Context: an optimization exercise on an open-source flow, tuned for small area, a short achievable clock period and few clock cycles. The choices shown serve that exercise and are no tape-out recipe. Only simulation tests tie the RTL to the original design; equivalence was not proved.

==> 06-01 <==
// zfu
module zfu (
    input              clk,
    input              rst,
    input              cmd_valid,
    input      [2:0]   cmd_len,       
    input      [7:0]   cmd_op,        
    input      [47:0]  cmd_arg,       
    input      [63:0]  ts_sec,
    input      [31:0]  ts_usec,
    output reg         rsp_valid,
    output     [7:0]   rsp_status,
    output     [4:0]   rsp_len,       
    output reg [151:0] rsp_data,      
    output reg         mem_req,
    output reg [31:0]  mem_addr,
    input              mem_ack,
    input      [7:0]   mem_rdata,
    input              mem_err
);
export LEC_CHECK = 0
export CAP_MARGIN = 20
export CORE_MARGIN = 2
export CORE_UTILIZATION = 40
export SLEW_MARGIN = 20
create_clock -name core_clock -period 22.0 [get_ports {clk}]
standard.sh (not shown) runs the stock make flow with config.mk's settings and CLKGATE_MAP_FILE= SYNTH_SCRIPT=/design/flow/synth_recipe.tcl, a recipe that flattens the netlist after the stock synthesis.
==> flow/flow/run.sh <==
#!/bin/bash
# Standard ORFS layout (standard.sh) with the standard synthesis, then the
# rest of the flow with a tighter setup-repair target and a leaner clock tree.
set -uo pipefail
bash standard.sh synth > synth.log 2>&1 || exit 1
bash standard.sh \
  SETUP_SLACK_MARGIN=15 \
  "CTS_ARGS=-sink_clustering_enable -repair_clock_nets -dont_use_dummy_load -buf_list sky130_fd_sc_hd__clkbuf_8 -sink_clustering_size 25" \
  finish > layout.log 2>&1 || exit 1
==> 07-04: changes against 06-01 <==
--- a/flow/design.v
+++ b/flow/design.v
@@ -6,14 +6,14 @@
     input      [7:0]   cmd_op,        
     input      [47:0]  cmd_arg,       
     input      [63:0]  ts_sec,
     input      [31:0]  ts_usec,
     output reg         rsp_valid,
     output     [7:0]   rsp_status,
-    output     [4:0]   rsp_len,       
-    output reg [151:0] rsp_data,      
+    output reg [4:0]   rsp_len,       
+    output     [151:0] rsp_data,      
     output reg         mem_req,
     output reg [31:0]  mem_addr,
     input              mem_ack,
     input      [7:0]   mem_rdata,
     input              mem_err
 );
@@ -204,12 +204,13 @@
             pv       <= 1'b0;
             dcnt     <= 5'd0;
             fh       <= 4'd0;
             sh       <= 4'd0;
             cp_cnt   <= 5'd0;
         end else begin
+            rsp_len <= okl_n;
             fh <= fh + 4'd1;
             sh <= sh + 4'd1;
             if (cp_cnt != 5'd0)
                 cp_cnt <= cp_cnt - 5'd1;
             if (p_hit && fr[3][7:0] != 8'd0) begin
                 pre_base <= fr[3][39:8];
@@ -230,42 +231,42 @@
             S_IDLE: if (cmd_valid) begin
                 rsp_valid <= 1'b1;
                 st        <= ST_OK;
                 kind      <= K_NONE;
                 ix        <= c_imm8[5:0];
                 if (cmd_len != op_length(cmd_op) || cmd_len == 3'd0) begin
-                    st <= ST_ILLEGAL;
+                    begin st <= ST_ILLEGAL; rsp_len <= 5'd1; end
                 end else begin
                     case (cmd_op)
                     OP_RDREG:
                         if (!reg_ok)
-                            st <= ST_BADREG;
+                            begin st <= ST_BADREG; rsp_len <= 5'd1; end
                         else if (c_imm8[4] && !rxv)
-                            st <= ST_NOTREADY;
+                            begin st <= ST_NOTREADY; rsp_len <= 5'd1; end
                         else
                             kind <= K_REG;
                     OP_WRREG:
                         if (!reg_ok)
-                            st <= ST_BADREG;
+                            begin st <= ST_BADREG; rsp_len <= 5'd1; end
                         else if (c_imm8 > 8'h02)
-                            st <= ST_READONLY;
+                            begin st <= ST_READONLY; rsp_len <= 5'd1; end
                         else if ((c_imm8[1:0] == 2'd0 && c_val32[31:8]  != 24'd0) ||
                                  (c_imm8[1:0] == 2'd1 && c_val32[31:16] != 16'd0))
-                            st <= ST_BADVALUE;
+                            begin st <= ST_BADVALUE; rsp_len <= 5'd1; end
                         else begin
                             case (c_imm8[1:0])
                                 2'd0:    chan  <= c_val32[7:0];
                                 2'd1:    devid <= c_val32[15:0];
                                 default: seq   <= c_val32;
                             endcase
                         end
                     OP_RDBUF:
                         if (c_imm8 >= 8'd34)
-                            st <= ST_BADINDEX;
+                            begin st <= ST_BADINDEX; rsp_len <= 5'd1; end
                         else if (c_imm8[5] ? !fcsv : !hdrv)
-                            st <= ST_NOTREADY;
+                            begin st <= ST_NOTREADY; rsp_len <= 5'd1; end
                         else
                             kind <= K_BUF;
                     OP_CRCINIT:
                         crc <= c_imm16;
                     OP_CRCBYTE: begin
                         crc  <= crc_step(crc, c_imm8);
@@ -286,13 +287,13 @@
                         fcs  <= crc;
                         fcsv <= 1'b1;
                         kind <= K_CRC;
                     end
                     OP_ZENC:
                         if (clk_bad)
-                            st <= ST_CLOCKRNG;
+                            begin st <= ST_CLOCKRNG; rsp_len <= 5'd1; end
                         else begin
                             rsp_valid <= 1'b0;
                             is_build  <= 1'b0;
                             hb_len    <= c_imm8;
                             dq        <= 32'd0;
                             dr        <= 5'd0;
@@ -306,43 +307,43 @@
                         rxlen    <= c_len16;
                         bad_pre  <= 1'b0;
                         bad_ver  <= 1'b0;
                         bad_type <= 1'b0;
                         kind     <= K_ZDEC;
                         if (c_len16 == 16'd0)
-                            st <= ST_TRUNC;
+                            begin st <= ST_TRUNC; rsp_len <= 5'd1; end
                         else begin
                             rsp_valid <= 1'b0;
                             rd_cnt    <= (c_len16 < 16'd32) ? c_len16 : 16'd32;
                             mem_addr  <= c_addr;
                             mem_req   <= 1'b1;
                             state     <= S_ZDEC;
                         end
                     end
                     OP_ZCHK: begin
                         kind <= K_ZCHK;
                         if (!rxv)
-                            st <= ST_NOHDR;
+                            begin st <= ST_NOHDR; rsp_len <= 5'd1; end
                         else if ({7'd0, {1'b0, rx_len} + 9'd32} != rxlen)
-                            st <= ST_LENMIS;
+                            begin st <= ST_LENMIS; rsp_len <= 5'd1; end
                         else if ({8'd0, rx_len} > c_imm16)
-                            st <= ST_BUFSMALL;
+                            begin st <= ST_BUFSMALL; rsp_len <= 5'd1; end
                         else if (rx_chan != chan)
-                            st <= ST_CHANMIS;
+                            begin st <= ST_CHANMIS; rsp_len <= 5'd1; end
                         else if (rx_len < 8'd2)
-                            st <= ST_LENSHORT;
+                            begin st <= ST_LENSHORT; rsp_len <= 5'd1; end
                     end
                     OP_FRCLR: begin
                         fh    <= 4'd0;
                         nfrag <= 5'd0;
                         fsum  <= 8'd0;
                         fovf  <= 1'b0;
                     end
                     OP_FRPUSH:
                         if (nfrag[4])
-                            st <= ST_FRAGFULL;
+                            begin st <= ST_FRAGFULL; rsp_len <= 5'd1; end
                         else begin
                             fsum  <= fr_sum[7:0];
                             fovf  <= fovf || c_len16[15:8] != 8'd0 || fr_sum > 9'd253;
                             kind  <= K_NFR;
                             if (wr_now)
                                 nfrag <= nfrag + 5'd1;
@@ -352,13 +353,13 @@
                                 rd_cnt    <= c_len16;
                                 state     <= S_PUSH;
                             end
                         end
                     OP_BUILD:
                         if (fovf)
-                            st <= ST_LENOVF;
+                            begin st <= ST_LENOVF; rsp_len <= 5'd1; end
                         else begin
                             rsp_valid <= 1'b0;
                             is_build  <= 1'b1;
                             kind      <= K_BLD;
                             crc_acc   <= 16'd0;
                             dq        <= 32'd0;
@@ -366,13 +367,13 @@
                             dcnt      <= 5'd20;
                             d_b       <= ts_usec[19];
                             state     <= S_BNX;
                         end
                     OP_SEGRD:
                         if (c_imm8 >= {3'd0, nseg})
-                            st <= ST_BADINDEX;
+                            begin st <= ST_BADINDEX; rsp_len <= 5'd1; end
                         else begin
                             kind <= K_SEG;
                             if (c_imm8 != 8'd0 && c_imm8[4:0] != nseg - 5'd1 &&
                                 sh != c_imm8[3:0] - 4'd1) begin
                                 rsp_valid <= 1'b0;
                                 state     <= S_SEG;
@@ -381,21 +382,21 @@
                     OP_TXOK: begin
                         seq  <= seq + 32'd1;
                         kind <= K_REG;
                         ix   <= 6'd2;
                     end
                     default:
-                        st <= ST_ILLEGAL;
+                        begin st <= ST_ILLEGAL; rsp_len <= 5'd1; end
                     endcase
                 end
             end
             S_CRC: if (mem_ack) begin
                 if (rd_fail) begin
                     mem_req   <= 1'b0;
                     rsp_valid <= 1'b1;
-                    st        <= ST_BUSERROR;
+                    begin st        <= ST_BUSERROR; rsp_len <= 5'd1; end
                     state     <= S_IDLE;
                 end else if (rd_last) begin
                     mem_req   <= 1'b0;
                     crc       <= crc_rd;
                     rsp_valid <= 1'b1;
                     state     <= S_IDLE;
@@ -406,13 +407,13 @@
                 end
             end
             S_ZDEC: if (mem_ack) begin
                 if (rd_fail) begin
                     mem_req   <= 1'b0;
                     rsp_valid <= 1'b1;
-                    st        <= ST_BUSERROR;
+                    begin st        <= ST_BUSERROR; rsp_len <= 5'd1; end
                     state     <= S_IDLE;
                 end else begin
                     case (zidx)
                         5'd0:  if (mem_rdata != 8'h45) bad_pre <= 1'b1;
                         5'd1:  if (mem_rdata != 8'h58) bad_pre <= 1'b1;
                         5'd2:  if (mem_rdata != 8'h02) bad_ver <= 1'b1;
@@ -439,34 +440,34 @@
                     endcase
                     if (rd_last) begin
                         mem_req   <= 1'b0;
                         rsp_valid <= 1'b1;
                         state     <= S_IDLE;
                         if (rxlen < 16'd3)
-                            st <= ST_TRUNC;
+                            begin st <= ST_TRUNC; rsp_len <= 5'd1; end
                         else if (bad_pre)
-                            st <= ST_BADPRE;
+                            begin st <= ST_BADPRE; rsp_len <= 5'd1; end
                         else if (bad_ver || (zidx == 5'd2 && mem_rdata != 8'h02))
-                            st <= ST_BADVER;
+                            begin st <= ST_BADVER; rsp_len <= 5'd1; end
                         else if (rxlen < 16'd32)
-                            st <= ST_TRUNC;
+                            begin st <= ST_TRUNC; rsp_len <= 5'd1; end
                         else if (bad_type)
-                            st <= ST_BADTYPE;
+                            begin st <= ST_BADTYPE; rsp_len <= 5'd1; end
                         else
                             rxv <= 1'b1;
                     end else begin
                         rd_cnt   <= rd_cnt - 16'd1;
                         mem_addr <= mem_addr + 32'd1;
                     end
                 end
             end
             S_BRD: if (mem_ack) begin
                 if (rd_fail) begin
                     mem_req   <= 1'b0;
                     rsp_valid <= 1'b1;
-                    st        <= ST_BUSERROR;
+                    begin st        <= ST_BUSERROR; rsp_len <= 5'd1; end
                     pidx      <= 5'd0;
                     pv        <= 1'b0;
                     state     <= S_IDLE;
                 end else begin
                     crc_acc <= crc_rd;
                     if (rd_last) begin
@@ -476,13 +477,13 @@
                         end else begin
                             mem_req <= 1'b0;
                             if (!fr_end)
                                 state <= S_BNX;
                             else if (clk_bad) begin
                                 rsp_valid <= 1'b1;
-                                st        <= ST_CLOCKRNG;
+                                begin st        <= ST_CLOCKRNG; rsp_len <= 5'd1; end
                                 pidx      <= 5'd0;
                                 state     <= S_IDLE;
                             end else if (d_done)
                                 commit(crc_rd);
                             else
                                 state <= S_WAIT;
@@ -499,13 +500,13 @@
                     rd_cnt   <= {8'd0, pre_len};
                     mem_req  <= 1'b1;
                     state    <= S_BRD;
                 end else if (fr_end) begin
                     if (clk_bad) begin
                         rsp_valid <= 1'b1;
-                        st        <= ST_CLOCKRNG;
+                        begin st        <= ST_CLOCKRNG; rsp_len <= 5'd1; end
                         pidx      <= 5'd0;
                         state     <= S_IDLE;
                     end else
                         state <= S_WAIT;
                 end
             end
@@ -522,14 +523,14 @@
                 commit(crc_acc);
             default: state <= S_IDLE;
             endcase
         end
     end
     assign rsp_status = {3'd0, st};
-    reg  [4:0] okl;          
-    assign rsp_len = (st == ST_OK) ? okl : 5'd1;
+    reg [55:0] rsp_hi;       
+    assign rsp_data = {rsp_hi, rx_sec[23:0], rx_frac, rx_seq, rx_len};
     reg [31:0] reg_val;
     always @(*) begin
         case (c_imm8[4:0])
             5'h00: reg_val = {24'd0, chan};
             5'h01: reg_val = {16'd0, devid};
             5'h02: reg_val = seq;
@@ -581,13 +582,13 @@
             6'd32: buf_byte = fcs[7:0];
             6'd33: buf_byte = fcs[15:8];
             default: buf_byte = 8'h00;
         endcase
     end
     wire [55:0] seg_ent = {8'd1, sg_in[39:8], 8'd0, sg_in[7:0]};
-    reg [151:0] rd_n;
+    reg [151:0] rd_n;        
     reg [4:0]   okl_n;
     always @(*) begin
         rd_n  = 152'd0;
         okl_n = 5'd1;
         case (state)
         S_IDLE:
@@ -620,11 +621,9 @@
         default: begin
                       okl_n = is_build ? 5'd4 : 5'd1;
                       rd_n[151:128] = {3'd0, nfrag + 5'd2, fsum + 8'd2, fsum};
                  end
         endcase
     end
-    always @(posedge clk) begin
-        rsp_data <= rd_n;
-        okl      <= okl_n;
-    end
+    always @(posedge clk)
+        rsp_hi <= rd_n[151:96];
 endmodule
==> flow/flow/run.sh (replaced) <==
#!/bin/bash
# Standard ORFS layout (standard.sh) with the standard synthesis. Placement
# and clock tree use a tighter setup-repair target, a leaner clock tree,
# single-strength port buffers and a denser floorplan; routing repairs to
# the plain target, so it only fixes what routing breaks.
set -uo pipefail
COMMON=(
  CORE_UTILIZATION=60 PLACE_DENSITY=0.72
  "BUFFER_PORTS_ARGS=-inputs -outputs -buffer_cell sky130_fd_sc_hd__buf_1"
  "CTS_ARGS=-sink_clustering_enable -repair_clock_nets -dont_use_dummy_load -buf_list sky130_fd_sc_hd__clkbuf_8 -sink_clustering_size 25"
)
bash standard.sh synth > synth.log 2>&1 || exit 1
bash standard.sh "${COMMON[@]}" SETUP_SLACK_MARGIN=16 cts > place_cts.log 2>&1 || exit 1
bash standard.sh "${COMMON[@]}" SETUP_SLACK_MARGIN=0 finish > route.log 2>&1 || exit 1
==> summary.md <==
| Metric | Value |
|---|---|
| Run status | complete, no violations |
| Placeable Area | 0.107 sq mm |
| Routed met2 length | 101000 um |
| Clock Network Area Fraction | 5.55% |
| Initial antenna violation count | 43 |
| Critical path data arrival time | 7.17 ns |
| R2r setup slk | 17.35 ns |
| Placed Cells | 6719 |
the above is filed under 07-04

==> summary.md <==
| Metric | Value |
|---|---|
| Critical path data arrival time | 7.93 ns |
| Main combinational cell family by area after synthesis | compound AO/OA/AOI/OAI gates |
| Final critical-path share of the clock period | 32.2% |
| Multi-In Gates | 2817 |
| Run status | complete, no violations |
| Clock Network Area Fraction | 5.91% |
| Placed Cells | 7616 |
| Routed met2 length | 98000 um |
| Hold Path Stages | 0 |
| R2r setup slk | 16.78 ns |
| Placeable Area | 0.165 sq mm |
the above is filed under 06-01

Testbench counts of 06-01, summed over its fixed seeds: cycles 65,714.
Testbench counts of 07-04, summed over its fixed seeds: cycles 65,714.

[what the ideal ports hide]
The flow's constraints put no driver on any port. The routed layouts listed below were extracted and timed again, unchanged, in two steps.
Step 1 (the two cells are an assumption about what drives the block):
set clk [get_ports {clk}]
set_driving_cell -lib_cell sky130_fd_sc_hd__clkbuf_16 $clk
set_driving_cell -lib_cell sky130_fd_sc_hd__buf_2 [delete_from_list [all_inputs] $clk]
Step 2 adds t to the input delays and takes it off the output delays; t is the mean of the earliest and latest rising clock arrival at the registers after step 1. Input paths then give back, and output paths get back, about the clock's delay inside the block.
a / b / c = ideal / step 1 / step 2; a / b = the first two.
run	t (ns)	slack for setup (ns)	latest minus earliest clock arrival (ns)	worst register clock-pin slew, ns
06-01	1.078	14.922 / 14.968 / 13.890	0.103 / 0.103	0.07 / 0.07
07-04	1.022	15.473 / 15.519 / 14.498	0.140 / 0.141	0.07 / 0.07
After both steps setup and hold are still met in every run listed. The setup slack of 06-01, which loses most, moves by +0.046 ns with the drivers and by -1.032 ns with both steps.
